This design comes from an exercise in tuning for small area, a short achievable clock period and few clock cycles on the open sky130 flow, not from production work. Only simulation tests tie the RTL to the original design; equivalence was not proved. Power and IR drop assume default switching activity.

==> design.v <==
module intlit_parse (
    input  wire        clk,
    input  wire        rst,
    input  wire        cmd_valid,
    output wire        cmd_ready,
    input  wire [31:0] cmd,
    input  wire [31:0] soft_code,
    input  wire [31:0] hard_code,
    input  wire        tok_empty,
    input  wire        ch_valid,
    output wire        ch_ready,
    input  wire [7:0]  ch_data,
    input  wire        ch_last,
    output wire        rsp_valid,
    input  wire        rsp_ready,
    output reg  [3:0]  rsp_status,
    output reg  [31:0] rsp_code,
    output reg  [31:0] rsp_word0,
    output reg  [31:0] rsp_word1
);
    localparam [3:0] ST_OK       = 4'h0;
    localparam [3:0] ST_NOMATCH  = 4'h1;
    localparam [3:0] ST_RANGE    = 4'h2;
    localparam [3:0] ST_REF_CMD  = 4'h8;
    localparam [3:0] ST_REF_TYPE = 4'h9;
    localparam [3:0] P_START  = 4'd0;   
    localparam [3:0] P_NEG    = 4'd1;   
    localparam [3:0] P_BANG   = 4'd2;   
    localparam [3:0] P_BANG0  = 4'd3;   
    localparam [3:0] P_ZERO   = 4'd4;   
    localparam [3:0] P_HEXPFX = 4'd5;   
    localparam [3:0] P_HEX    = 4'd6;   
    localparam [3:0] P_DEC    = 4'd7;   
    localparam [3:0] P_ERR    = 4'd8;   
    reg        s_tok;
    reg        s_rsp;
    reg        ref_cmd;     
    reg        ref_type;    
    reg        sgn;         
    reg  [5:0] wm1;         
    reg [31:0] soft_q;
    reg [31:0] hard_q;
    reg  [3:0] pstate;
    reg        neg_q;
    reg [63:0] acc;         
    reg        ovf;         
    wire cmd_fire = cmd_valid && cmd_ready;
    wire ch_fire  = ch_valid && s_tok;
    assign cmd_ready = !s_tok && (!s_rsp || rsp_ready);
    assign ch_ready  = s_tok;
    assign rsp_valid = s_rsp;
    always @(posedge clk) begin
        if (rst) begin
            s_tok <= 1'b0;
            s_rsp <= 1'b0;
        end else if (cmd_fire) begin
            s_tok <= !tok_empty;
            s_rsp <= tok_empty;
        end else if (ch_fire && ch_last) begin
            s_tok <= 1'b0;
            s_rsp <= 1'b1;
        end else if (s_rsp && rsp_ready) begin
            s_rsp <= 1'b0;
        end
    end
    always @(posedge clk) begin
        if (cmd_fire) begin
            ref_cmd  <= (cmd[3:0] != 4'h1) || cmd[4] || (cmd[7:6] != 2'b00) ||
                        (cmd[31:16] != 16'h0000);
            ref_type <= (cmd[15:8] == 8'd0) || (cmd[15:8] > 8'd64);
            sgn      <= cmd[5];
            wm1      <= cmd[13:8] - 6'd1;
            soft_q   <= soft_code;
            hard_q   <= hard_code;
        end
    end
    wire       is_dec   = (ch_data >= "0") && (ch_data <= "9");
    wire       is_alpha = ((ch_data >= "a") && (ch_data <= "f")) ||
                          ((ch_data >= "A") && (ch_data <= "F"));
    wire       is_hex   = is_dec || is_alpha;
    wire [3:0] dig_val  = is_alpha ? (ch_data[3:0] + 4'd9) : ch_data[3:0];
    wire hexmode = (pstate == P_HEXPFX) || (pstate == P_HEX);
    wire acc_en  = ch_fire && (hexmode ? is_hex : is_dec);
    wire [2:0]  e     = dig_val[3:1];
    wire [2:0]  lo    = {1'b0, acc[1:0]} + e;
    wire        c2    = lo[2];
    localparam integer N = 61;
    reg  [N-1:0] gg, pp;        
    reg  [N-1:0] p0;
    integer j, l, k;
    always @(*) begin
        for (j = 0; j < N; j = j + 1) begin
            gg[j] = acc[j] & acc[j + 2];
            pp[j] = acc[j] ^ acc[j + 2];
            p0[j] = pp[j];
        end
        for (l = 0; l < 6; l = l + 1)
            for (j = 0; j < N; j = j + 1)
                if ((j >> l) & 1) begin
                    k = ((j >> l) << l) - 1;
                    gg[j] = gg[j] | (pp[j] & gg[k]);
                    pp[j] = pp[j] & pp[k];
                end
    end
    wire [N:0]  cy    = {gg | (pp & {N{c2}}), c2};
    wire [62:0] t5    = {p0 ^ cy[N-1:0], lo[1:0]};
    wire [63:0] dec_next = {t5, dig_val[0]};
    wire        dec_ovf  = (acc[63:61] != 3'd0) || cy[N];
    wire [63:0] hex_next = {acc[59:0], dig_val};
    wire        hex_ovf  = acc[63:60] != 4'd0;
    always @(posedge clk) begin
        if (cmd_fire) begin
            acc <= 64'd0;
            ovf <= 1'b0;
        end else if (acc_en) begin
            acc <= hexmode ? hex_next : dec_next;
            ovf <= ovf || (hexmode ? hex_ovf : dec_ovf);
        end
    end
    always @(posedge clk) begin
        if (cmd_fire) begin
            pstate <= P_START;
            neg_q  <= 1'b0;
        end else if (ch_fire) begin
            case (pstate)
                P_START: begin
                    if (ch_data == "-")      pstate <= P_NEG;
                    else if (ch_data == "!") pstate <= P_BANG;
                    else if (ch_data == "0") pstate <= P_ZERO;
                    else if (is_dec)         pstate <= P_DEC;
                    else                     pstate <= P_ERR;
                    neg_q <= (ch_data == "-");
                end
                P_NEG: begin
                    if (ch_data == "0")      pstate <= P_ZERO;
                    else if (is_dec)         pstate <= P_DEC;
                    else                     pstate <= P_ERR;
                end
                P_BANG:  pstate <= (ch_data == "0") ? P_BANG0  : P_ERR;
                P_BANG0: pstate <= (ch_data == "x") ? P_HEXPFX : P_ERR;
                P_ZERO: begin
                    if (ch_data == "x")      pstate <= P_HEXPFX;
                    else if (is_dec)         pstate <= P_DEC;
                    else                     pstate <= P_ERR;
                end
                P_HEXPFX: pstate <= is_hex ? P_HEX : P_ERR;
                P_HEX:    pstate <= is_hex ? P_HEX : P_ERR;
                P_DEC:    pstate <= is_dec ? P_DEC : P_ERR;
                default:  pstate <= P_ERR;
            endcase
        end
    end
    reg  [63:0] ge_wm1;
    integer gi;
    always @(*) for (gi = 0; gi < 64; gi = gi + 1) ge_wm1[gi] = (gi >= wm1);
    wire [63:0] ge_w   = {ge_wm1[62:0], 1'b0};
    wire hi_w    = |(acc & ge_w);        
    wire hi_wm1  = |(acc & ge_wm1);      
    wire lo_wm1  = |(acc & ~ge_wm1);     
    wire nz      = |acc;
    wire fits_w   = !ovf && !hi_w;                     
    wire fits_wm1 = !ovf && !hi_wm1;                   
    wire le_half  = fits_w && !(hi_wm1 && lo_wm1);     
    wire is_zero  = !ovf && !nz;
    wire form_dec = (pstate == P_ZERO) || (pstate == P_DEC);
    wire form_hex = (pstate == P_HEX);
    reg in_range;
    always @(*) begin
        if (neg_q)
            in_range = sgn ? le_half : is_zero;
        else if (form_hex)
            in_range = fits_w;
        else
            in_range = sgn ? fits_wm1 : fits_w;
    end
    reg [63:0] lz;              
    integer m, n, q;
    always @(*) begin
        lz = acc;
        for (n = 0; n < 6; n = n + 1)
            for (m = 0; m < 64; m = m + 1)
                if ((m >> n) & 1) begin
                    q = ((m >> n) << n) - 1;
                    lz[m] = lz[m] | lz[q];
                end
    end
    wire [63:0] neg_acc = acc ^ {lz[62:0], 1'b0};
    wire        ext     = sgn && hi_wm1 && !neg_q;
    wire [63:0] pattern = neg_q ? neg_acc : (acc | ({64{ext}} & ge_w));
    always @(*) begin
        rsp_status = ST_OK;
        rsp_code   = 32'd0;
        rsp_word0  = 32'd0;
        rsp_word1  = 32'd0;
        if (ref_cmd) begin
            rsp_status = ST_REF_CMD;
        end else if (ref_type) begin
            rsp_status = ST_REF_TYPE;
        end else if (!(form_dec || form_hex)) begin
            rsp_status = ST_NOMATCH;
            rsp_code   = soft_q;
        end else if (!in_range) begin
            rsp_status = ST_RANGE;
            rsp_code   = hard_q;
        end else begin
            rsp_word0 = pattern[31:0];
            rsp_word1 = wm1[5] ? pattern[63:32] : 32'd0;
        end
    end
endmodule
==> run.sh <==
#!/bin/bash
# synth_recipe.tcl (not shown) runs the flow's synth.tcl, then flattens the netlist and writes it again
# the make line also repeats each setting of config.mk as NAME=value (left out here)
make -C /OpenROAD-flow-scripts/flow DESIGN_CONFIG=/design/flow/config.mk WORK_HOME=/design/flow/orfs CLKGATE_MAP_FILE= SYNTH_SCRIPT=/design/flow/synth_recipe.tcl finish
==> config.mk <==
export PLATFORM = sky130hd
export DESIGN_NAME = intlit_parse
export DESIGN_NICKNAME = intlit_parse
export VERILOG_FILES = /design/flow/design.v
export SDC_FILE = /design/flow/constraint.sdc
export NUM_CORES = 4
export LEC_CHECK = 0
export CAP_MARGIN = 20
export CORE_MARGIN = 2
export CORE_UTILIZATION = 40
export SLEW_MARGIN = 20
==> constraint.sdc <==
create_clock -name core_clock -period 7.0 [get_ports {clk}]
set_input_delay 1.4000 -clock core_clock [delete_from_list [all_inputs] [get_ports {clk}]]
set_output_delay 1.4000 -clock core_clock [all_outputs]
set_load 0.01 [all_outputs]
==> qor.csv <==
metric;value;unit
tightest_slew;1.09;ns
antenna_left;0;
r2r_end;acc[56];
syn_area_per_cell;7.94;µm²
ctsHoldBuffers;0;
crit_fanout;18;
chipWidth;186;µm
maxCapViolCount;0;
holdWs;0.568;ns
crit_path_end_kind;primary output;
grt_max_degree;62;
critical_path_required;5.60;ns
outcome;no timing/DRC/antenna violations;
synth_compound_area_frac;0.323;
synthTopCellsByArea;edfxtp_1 17%, dfxtp_1 11%, ha_1 7.0%;
synthMuxAreaShare;0.0163;
final_nets;2041;
rsz0062_at_grt;true;
ios;214;
firstDrtPassIters;9;
overflow;0;
h-tree-depth;4;
worstHoldStart;s_tok;
switchingPower;0.000762;W
cp_slowest_cell;clkdlybuf4s50_1;
cts-root-buf;clkbuf_16;
portBuffers;212;
synthToLayoutAreaGrowth;28.1;%
pwr_density_cell;140;nW/µm²
worstHoldEndpoint;s_tok;
final.min_clock_period;6.88;ns
synth_top_area_cell;edfxtp_1;
dp_hpwl;44600;µm
seqPwrFrac;0.404;
synthSimpleGateAreaFrac;0.202;
fin_skew;0.0104;ns
hold_depth;2;
syn_inst;1664;
regArea;3640;µm²
vias;15086;
post-route-period-util;0.982;
cts_tree;built;
numCtsBuffers;17;
core;32500;µm²
clock_latency;0.46;ns
synth-seq-cells;145;
mostFrequentLayoutCells;202 x clkdlybuf4s50_1, 148 x a21oi_1, 138 x nand2_1;
multiInputGateArea;8900;µm²
setup_viol;0;
cts.sinks;145;
combPwrFrac;0.195;
drive_gt1_frac;0.119;
fin_ws;0.123;ns
power;0.00237;W
synth_warnings;1;
first_iter_violations;1672;
hp-class;flop to flop;
die_h;186;µm
antenna_found_initial;1;
hold_violations;0;
grt_pass1_wl;91400;µm
r2r_slack;2.87;ns
initial_core_util;0.406;
max_freq;0.145;GHz
clockBufferDepth;2;
async_flop_share;0;
grt_pass1_vias;14301;
wl_per_cell;26.8;µm
cp-start-kind;flop;
p_int;0.00161;W
p_sw_frac;0.322;
n_antenna_cell;0;
cts.clk_slew.worst_paths;0.08;ns
ff2ff_path_depth;12;
peakVddDrop;0.000167;V
drt_wl_total;61900;µm
synth_cell_types;86;
clkPwrFrac;0.401;
synth_top_family_by_area;compound AO/OA/AOI/OAI gates;
synth_edf_count;73;
preCtsSetupSlack;0.286;ns
crit_chain;inv_1 -> ha_1 -> or3b_4 -> nor4b_4 -> nand4_4 -> nor4_4 -> buf_4 -> nand4_4 -> or3_4 -> or3_4 -> o311a_1 -> or4b_4 -> buf_12 -> a2111oi_2 -> clkdlybuf4s50_1;
worstPathArrival;5.48;ns
groute.usage.overall;0.356;
place_area;16200;µm²
num_rows;66;
syn_nets;1851;
synth_xor_area_frac;0.0484;
maxSlewHeadroom;0.276;
synth_fa_ha_area_frac;0.0731;
report.final.slew_viol_count;0;
place.gp.congestion;1.11;
layout_commonest_cell;clkdlybuf4s50_1;
p_leak;6.49;nW
final_cell_area;16900;µm²
slowest_delay;0.62;ns
drc;0;
path_class;flop to primary output;
fillCellCount;3147;
r2r-start;acc[13];
synth_ff_type;edfxtp_1;
synth_top_area_share;0.166;
synth_area;13200;µm²
dieArea;34500;µm²
avgViaCountPerCell;6.53;
ys_seq_area_frac;0.275;
fin_util;0.520;
-- stage by stage --
stage               std cells  setup TNS (ns)
detailed placement       2274               0
CTS                      2308               0
global route             2309         -0.0657
global placement         2274               0
floorplan                1664               0
finish                   2309               0
-- power groups by stage --
stage | sequential [W] | clock, W | combinational (W)
floorplan | 0.000966 | 0 | 0.000237
global placement | 0.000975 | 0 | 0.000443
detailed placement | 0.000977 | 0 | 0.000439
CTS | 0.000957 | 0.000964 | 0.000444
global route | 0.000961 | 0.00100 | 0.000485
finish | 0.000958 | 0.000950 | 0.000462
-- kinds of logic after synthesis --
| kind of cell | after synthesis |
|---|---|
| xor+xnor | 73 |
| simple gates | 520 |
| buf+inv | 204 |
| flops | 145 |
| compound gates | 625 |
| mux | 20 |
| fa+ha+maj | 76 |
| other cells | 1 |
-- Yosys cell counts (6+ instances only) --
cell type	instances
nand2_1	139
ha_1	74
a21boi_0	6
o31ai_1	12
clkbuf_1	126
nor4b_1	6
a2111oi_2	11
a311oi_1	20
a31o_2	6
and2_1	12
nor4_1	23
a21oi_1	150
buf_2	8
nor2b_1	12
nand3_1	42
a22oi_1	15
o21bai_1	8
a22o_1	35
a221oi_1	20
o22ai_1	12
xnor2_1	35
o21ai_0	118
buf_1	16
nand2b_1	12
or4_1	7
dfxtp_1	72
a2111oi_0	12
o211ai_1	13
o21a_1	14
edfxtp_1	73
and3_1	26
and4_1	9
nor2_1	111
a21o_1	17
or2_2	10
a31oi_1	24
inv_1	46
o2111ai_1	6
nand4_1	18
mux2i_1	8
nor3_1	60
or3_1	10
a211oi_1	78
mux2_2	12
xor2_1	38
-- worst max-delay path by stage --
| stage | startpoint | end | slack [ns] |
|---|---|---|---|
| finish | acc[0] | rsp_word1[2] | 0.12 |
| global route | acc[0] | rsp_word0[8] | -0.02 |
| CTS | acc[0] | rsp_word0[18] | 0.01 |
| detailed placement | acc[0] | rsp_word0[23] | 0.29 |
| global placement | acc[16] | rsp_word0[23] | 0.23 |
| floorplan | acc[0] | rsp_word1[1] | 1.19 |
-- final cells by class --
cell class / count / share of cell area
clock inverters: 14 / 0.00880
repair buffers: 327 / 0.181
clock buffers: 18 / 0.0254
flip-flops and latches: 145 / 0.215
multi-input cells: 1315 / 0.526
well taps: 442 / 0.0327
inverters: 48 / 0.0108
-- what timing repair did --
action	4_1_cts	5_1_grt
buffers inserted	2	1
pin swaps	1	1
endpoints found under the setup margin	6	48
resized for setup	2	30
-- flip-flops by register name, summed over array words and instances, names as in the netlist --
signal    count
sgn           1
acc          64
s_tok         1
ovf           1
pstate        4
wm1           6
ref_cmd       1
neg_q         1
soft_q       32
hard_q       32
s_rsp         1
ref_type      1
-- critical path: cells and delay by family (launching register included) --
family / cells / cell delay (ns)
and+or+nand+nor: 8 / 2.65
adders and majority gates: 1 / 0.16
buffers and inverters: 4 / 1.09
AOI/OAI and AO/OA: 2 / 0.73
DFF: 1 / 0.36
-- routing by layer --
layer | wire [µm] | track usage
met1 | 24900 | 0.462
met2 | 27500 | 0.558
met3 | 6250 | 0.0820
met4 | 3260 | 0.172
met5 | 11 | 0
Testbench counts, summed over its fixed seeds: cycles 23,027.

-- re-timing with driven ports --
The flow's constraints put no driver on any port. The routed layout listed below was extracted and timed again, unchanged, in two steps.
Step 1 assumes that a clkbuf_16 drives the clock port and a buf_2 every other input.
Step 2 also shifts input and output timing later by t, the mid clock arrival at the registers, as if the neighbouring blocks saw the same clock.
a / b / c = ideal / step 1 / step 2; a / b = the first two.
shift t [ns]: 0.504
slack for setup (ns): 0.123 / 0.070 / 0.190
worst setup path at the end: input to register
clock arrival spread, ns: 0.012 / 0.013
worst slew at a driven data input, ns: 0.07
After both steps setup and hold are still met in this run. The setup slack of this run moves by -0.053 ns with the drivers and by +0.067 ns with both steps.
